Context: an optimization exercise on an open-source flow, tuned for small area, a short achievable clock period and few clock cycles per item. The choices shown serve that exercise and are no tape-out recipe.

## smlb_compositor
module smlb_compositor #(
    parameter H = 64                       
) (
    input  wire        clk,
    input  wire        rst,                
    input  wire        in_valid,
    output wire        in_ready,
    input  wire [47:0] in_src,
    input  wire [47:0] in_row,
    input  wire        in_last,
    input  wire [15:0] in_hwy,
    input  wire [2:0]  in_shift,
    input  wire [7:0]  in_bright,
    input  wire        in_ck_en,
    input  wire [47:0] in_ck_key,
    input  wire [15:0] in_ck_first,
    input  wire [15:0] in_ck_last,
    output reg         out_valid,
    input  wire        out_ready,
    output reg  [47:0] out_row,
    output reg         out_last,
    output reg  [1:0]  out_status
);
==> module smlb_compositor, before the edit <==
module smlb_compositor #(
    parameter H = 64                       
) (
    input  wire        clk,
    input  wire        rst,                
    input  wire        in_valid,
    output wire        in_ready,
    input  wire [47:0] in_src,
    input  wire [47:0] in_row,
    input  wire        in_last,
    input  wire [15:0] in_hwy,
    input  wire [2:0]  in_shift,
    input  wire [7:0]  in_bright,
    input  wire        in_ck_en,
    input  wire [47:0] in_ck_key,
    input  wire [15:0] in_ck_first,
    input  wire [15:0] in_ck_last,
    output reg         out_valid,
    input  wire        out_ready,
    output reg  [47:0] out_row,
    output reg         out_last,
    output reg  [1:0]  out_status
);
    localparam [1:0] ST_OK = 2'd0, ST_SATURATED = 2'd1, ST_RANGE = 2'd2;
    reg  k_valid;
    reg  in_ready_q;
    wire adv = !k_valid;
    assign in_ready = in_ready_q;
    wire       in_range = (in_shift > 3'd4) || (in_hwy >= H);
    wire [5:0] hwy_lo   = in_hwy[5:0];
    wire       below    = (in_ck_first[15:6] != 10'd0) || (hwy_lo < in_ck_first[5:0]);
    wire       above    = (in_ck_last[15:6] == 10'd0) && (hwy_lo > in_ck_last[5:0]);
    wire       in_keyed = in_src == in_ck_key;
    wire       in_skip  = in_range || (in_bright == 8'd0) ||
                          (in_ck_en && (below || above || in_keyed));
    function [16:0] correct_raw;           
        input [15:0] v;
        input [2:0]  s;
        reg   [15:0] t;
        reg          c;
        begin
            if (s[2]) begin
                t = {v[11:0], 4'd0};
                c = v[15:12] != 4'd0;
            end else begin
                case (s[1:0])
                    2'd0: begin t = v;                c = 1'b0;              end
                    2'd1: begin t = {v[14:0], 1'd0};  c = v[15];             end
                    2'd2: begin t = {v[13:0], 2'd0};  c = v[15:14] != 2'd0;  end
                    default: begin t = {v[12:0], 3'd0}; c = v[15:13] != 3'd0; end
                endcase
            end
            correct_raw = c ? 17'h1FFFF : {1'b0, t};
        end
    endfunction
    wire [16:0] in_cr = correct_raw(in_src[47:32], in_shift);
    wire [16:0] in_cg = correct_raw(in_src[31:16], in_shift);
    wire [16:0] in_cb = correct_raw(in_src[15:0],  in_shift);
    reg        s1_valid;
    reg [47:0] s1_t, s1_row;
    reg [7:0]  s1_bright;
    reg        s1_skip, s1_clamp, s1_range, s1_last;
    always @(posedge clk) begin
        if (rst)
            s1_valid <= 1'b0;
        else if (adv)
            s1_valid <= in_valid;
    end
    always @(posedge clk) begin
        if (adv) begin
            s1_t      <= {in_cr[15:0], in_cg[15:0], in_cb[15:0]};
            s1_row    <= in_row;
            s1_bright <= in_bright;
            s1_skip   <= in_skip;
            s1_clamp  <= in_cr[16] || in_cg[16] || in_cb[16];
            s1_range  <= in_range;
            s1_last   <= in_last;
        end
    end
    wire [7:0]  br_eff = s1_skip ? 8'd0 : s1_bright;
    wire [23:0] nr, ng, nb;
    smlb_numer u_nr (.o(s1_row[47:32]), .t(s1_t[47:32]), .br(br_eff), .n(nr));
    smlb_numer u_ng (.o(s1_row[31:16]), .t(s1_t[31:16]), .br(br_eff), .n(ng));
    smlb_numer u_nb (.o(s1_row[15:0]),  .t(s1_t[15:0]),  .br(br_eff), .n(nb));
    function [17:0] div_part;              
        input [23:0] n;
        reg   [9:0]  s3;
        begin
            s3 = {2'd0, n[23:16]} + {2'd0, n[15:8]} + {2'd0, n[7:0]};
            div_part = {s3 >= 10'd510, s3 >= 10'd255 && s3 < 10'd510, n[23:8]};
        end
    endfunction
    wire [17:0] dr = div_part(nr);
    wire [17:0] dg = div_part(ng);
    wire [17:0] db = div_part(nb);
    wire pix_sat = !s1_skip && s1_clamp;
    reg row_sat;
    wire [1:0] status = s1_range             ? ST_RANGE :
                        (row_sat || pix_sat) ? ST_SATURATED : ST_OK;
    reg        s2_valid;
    reg [17:0] s2_dr, s2_dg, s2_db;        
    reg [1:0]  s2_status;
    reg        s2_last;
    always @(posedge clk) begin
        if (rst) begin
            s2_valid <= 1'b0;
            row_sat  <= 1'b0;
        end else if (adv) begin
            s2_valid <= s1_valid;
            if (s1_valid)
                row_sat <= s1_last ? 1'b0 : (row_sat || pix_sat);
        end
    end
    always @(posedge clk) begin
        if (adv) begin
            s2_dr     <= dr;
            s2_dg     <= dg;
            s2_db     <= db;
            s2_status <= s1_last ? status : ST_OK;
            s2_last   <= s1_last;
        end
    end
    wire [15:0] qr, qg, qb;
    smlb_div255_end u_qr (.hc(s2_dr), .q(qr));
    smlb_div255_end u_qg (.hc(s2_dg), .q(qg));
    smlb_div255_end u_qb (.hc(s2_db), .q(qb));
    wire [50:0] res = {qr, qg, qb, s2_last, s2_status};
    reg  [50:0] k_data;
    wire        o_free = !out_valid || out_ready;
    always @(posedge clk) begin
        if (rst) begin
            out_valid <= 1'b0;
            k_valid   <= 1'b0;
        end else if (o_free) begin
            out_valid <= k_valid || s2_valid;
            k_valid   <= 1'b0;
        end else if (!k_valid) begin
            k_valid   <= s2_valid;
        end
    end
    always @(posedge clk) begin
        if (rst)
            in_ready_q <= 1'b1;
        else
            in_ready_q <= o_free || (!k_valid && !s2_valid);
    end
    always @(posedge clk) begin
        if (!k_valid)
            k_data <= res;
        if (o_free)
            {out_row, out_last, out_status} <= k_valid ? k_data : res;
    end
endmodule
==> module smlb_div255_end, before the edit <==
module smlb_div255_end (
    input  wire [17:0] hc,
    output wire [15:0] q
);
    wire [7:0] h1 = hc[15:8], h0 = hc[7:0];
    wire [8:0] lo = {1'b0, h0} + {1'b0, h1} + {7'd0, hc[17:16]};
    assign q = {lo[8] ? h1 + 8'd1 : h1, lo[7:0]};
endmodule
==> flow/config.mk <==
export PLATFORM = sky130hd
export DESIGN_NAME = smlb_compositor
export DESIGN_NICKNAME = smlb_compositor
export VERILOG_FILES = /design/flow/design.v
export SDC_FILE = /design/flow/constraint.sdc
export NUM_CORES = 4
export LEC_CHECK = 0
export CAP_MARGIN = 20
export CORE_MARGIN = 2
export CORE_UTILIZATION = 55
export CTS_BUF_LIST = sky130_fd_sc_hd__clkbuf_8
export CTS_CLUSTER_DIAMETER = 50
export CTS_CLUSTER_SIZE = 15
export PLACE_DENSITY = 0.7
export SLEW_MARGIN = 20
==> flow/constraint.sdc <==
create_clock -name core_clock -period 24.0 [get_ports {clk}]
set_input_delay 4.8000 -clock core_clock [delete_from_list [all_inputs] [get_ports {clk}]]
set_output_delay 4.8000 -clock core_clock [all_outputs]
set_load 0.01 [all_outputs]
standard.sh (not shown) runs the stock make flow with config.mk's settings and CLKGATE_MAP_FILE= SYNTH_SCRIPT=/design/flow/synth_recipe.tcl, a recipe that flattens the netlist after the stock synthesis.
==> flow/flow/run.sh <==
#!/bin/bash
# The standard layout, with two changes: the ports get buf_1 buffers instead
# of the delay buffers buffer_ports picks by default, and the timing repair
# is asked to leave a setup margin, so that it works on the paths that set
# the achieved period. Each tool's log is in orfs/logs; make's output is in
# standard.log.
set -e
bash standard.sh SETUP_SLACK_MARGIN=18.0 "BUFFER_PORTS_ARGS=-buffer_cell sky130_fd_sc_hd__buf_1" finish > standard.log 2>&1
Then changed:
--- a/flow/design.v
+++ b/flow/design.v
@@ -47,61 +47,52 @@
                     2'd0: begin t = v;                c = 1'b0;              end
                     2'd1: begin t = {v[14:0], 1'd0};  c = v[15];             end
                     2'd2: begin t = {v[13:0], 2'd0};  c = v[15:14] != 2'd0;  end
                     default: begin t = {v[12:0], 3'd0}; c = v[15:13] != 3'd0; end
                 endcase
             end
-            correct_raw = c ? 17'h1FFFF : {1'b0, t};
+            correct_raw = {c, t};
         end
     endfunction
     wire [16:0] in_cr = correct_raw(in_src[47:32], in_shift);
     wire [16:0] in_cg = correct_raw(in_src[31:16], in_shift);
     wire [16:0] in_cb = correct_raw(in_src[15:0],  in_shift);
     reg        s1_valid;
-    reg [47:0] s1_t, s1_row;
+    reg [47:0] s1_u, s1_row;               
+    reg [2:0]  s1_clamp;                   
     reg [7:0]  s1_bright;
-    reg        s1_skip, s1_clamp, s1_range, s1_last;
+    reg        s1_skip, s1_range, s1_last;
     always @(posedge clk) begin
         if (rst)
             s1_valid <= 1'b0;
         else if (adv)
             s1_valid <= in_valid;
     end
     always @(posedge clk) begin
         if (adv) begin
-            s1_t      <= {in_cr[15:0], in_cg[15:0], in_cb[15:0]};
+            s1_u      <= {in_cr[15:0], in_cg[15:0], in_cb[15:0]};
+            s1_clamp  <= {in_cr[16], in_cg[16], in_cb[16]};
             s1_row    <= in_row;
             s1_bright <= in_bright;
             s1_skip   <= in_skip;
-            s1_clamp  <= in_cr[16] || in_cg[16] || in_cb[16];
             s1_range  <= in_range;
             s1_last   <= in_last;
         end
     end
     wire [7:0]  br_eff = s1_skip ? 8'd0 : s1_bright;
+    wire [47:0] s1_t = s1_u | {{16{s1_clamp[2]}}, {16{s1_clamp[1]}}, {16{s1_clamp[0]}}};
     wire [23:0] nr, ng, nb;
     smlb_numer u_nr (.o(s1_row[47:32]), .t(s1_t[47:32]), .br(br_eff), .n(nr));
     smlb_numer u_ng (.o(s1_row[31:16]), .t(s1_t[31:16]), .br(br_eff), .n(ng));
     smlb_numer u_nb (.o(s1_row[15:0]),  .t(s1_t[15:0]),  .br(br_eff), .n(nb));
-    function [17:0] div_part;              
-        input [23:0] n;
-        reg   [9:0]  s3;
-        begin
-            s3 = {2'd0, n[23:16]} + {2'd0, n[15:8]} + {2'd0, n[7:0]};
-            div_part = {s3 >= 10'd510, s3 >= 10'd255 && s3 < 10'd510, n[23:8]};
-        end
-    endfunction
-    wire [17:0] dr = div_part(nr);
-    wire [17:0] dg = div_part(ng);
-    wire [17:0] db = div_part(nb);
-    wire pix_sat = !s1_skip && s1_clamp;
+    wire pix_sat = !s1_skip && (s1_clamp != 3'd0);
     reg row_sat;
     wire [1:0] status = s1_range             ? ST_RANGE :
                         (row_sat || pix_sat) ? ST_SATURATED : ST_OK;
     reg        s2_valid;
-    reg [17:0] s2_dr, s2_dg, s2_db;        
+    reg [23:0] s2_nr, s2_ng, s2_nb;
     reg [1:0]  s2_status;
     reg        s2_last;
     always @(posedge clk) begin
         if (rst) begin
             s2_valid <= 1'b0;
             row_sat  <= 1'b0;
@@ -110,23 +101,23 @@
             if (s1_valid)
                 row_sat <= s1_last ? 1'b0 : (row_sat || pix_sat);
         end
     end
     always @(posedge clk) begin
         if (adv) begin
-            s2_dr     <= dr;
-            s2_dg     <= dg;
-            s2_db     <= db;
+            s2_nr     <= nr;
+            s2_ng     <= ng;
+            s2_nb     <= nb;
             s2_status <= s1_last ? status : ST_OK;
             s2_last   <= s1_last;
         end
     end
     wire [15:0] qr, qg, qb;
-    smlb_div255_end u_qr (.hc(s2_dr), .q(qr));
-    smlb_div255_end u_qg (.hc(s2_dg), .q(qg));
-    smlb_div255_end u_qb (.hc(s2_db), .q(qb));
+    smlb_div255 u_qr (.n(s2_nr), .q(qr));
+    smlb_div255 u_qg (.n(s2_ng), .q(qg));
+    smlb_div255 u_qb (.n(s2_nb), .q(qb));
     wire [50:0] res = {qr, qg, qb, s2_last, s2_status};
     reg  [50:0] k_data;
     wire        o_free = !out_valid || out_ready;
     always @(posedge clk) begin
         if (rst) begin
             out_valid <= 1'b0;
@@ -148,19 +139,21 @@
         if (!k_valid)
             k_data <= res;
         if (o_free)
             {out_row, out_last, out_status} <= k_valid ? k_data : res;
     end
 endmodule
-module smlb_div255_end (
-    input  wire [17:0] hc,
+module smlb_div255 (
+    input  wire [23:0] n,
     output wire [15:0] q
 );
-    wire [7:0] h1 = hc[15:8], h0 = hc[7:0];
-    wire [8:0] lo = {1'b0, h0} + {1'b0, h1} + {7'd0, hc[17:16]};
-    assign q = {lo[8] ? h1 + 8'd1 : h1, lo[7:0]};
+    wire [7:0] hh = n[23:16], m = n[15:8], l = n[7:0];
+    wire [9:0] s3 = {2'd0, hh} + {2'd0, m} + {2'd0, l};
+    wire c1 = s3 >= 10'd255;
+    wire c2 = s3 >= 10'd510;
+    assign q = n[23:8] + {8'd0, hh} + {15'd0, c1} + {15'd0, c2};
 endmodule
 module smlb_numer (
     input  wire [15:0] o,
     input  wire [15:0] t,
     input  wire [7:0]  br,
     output wire [23:0] n
Result: Via count rises by 13%. Sequential share of layout area rises by 2.4 points. Count of clock-buffer cells in the layout rises by 7. Maximum frequency rises by about 28%.
No functional check of the RTL was part of any run of this note.

==> port drivers added, routing unchanged <==
Ports are ideal in the flow. The routed layouts listed here were re-timed in OpenROAD.
Step 1 sets driving cells, clkbuf_16 on the clock port and buf_2 on the other inputs (assumed; they add their load-dependent delay and slew).
Step 2 adds t to the input delays and takes it off the output delays; t is the mean of the earliest and latest rising clock arrival at the registers after step 1. Input paths then give back, and output paths get back, about the clock's delay inside the block.
a / b / c = ideal ports / drivers / drivers and shift; a / b = the first two.
run | t (ns) | slack for setup (ns) | cell pins on the clock port's net
the first run | 0.644 | 16.358 / 16.358 / 16.358 | 1
the second run | 0.678 | 18.009 / 17.955 / 17.433 | 1
After both steps every run listed still meets setup and hold. For the second run, which loses most, drivers alone change the setup slack by -0.054 ns; drivers and shift together by -0.576 ns.
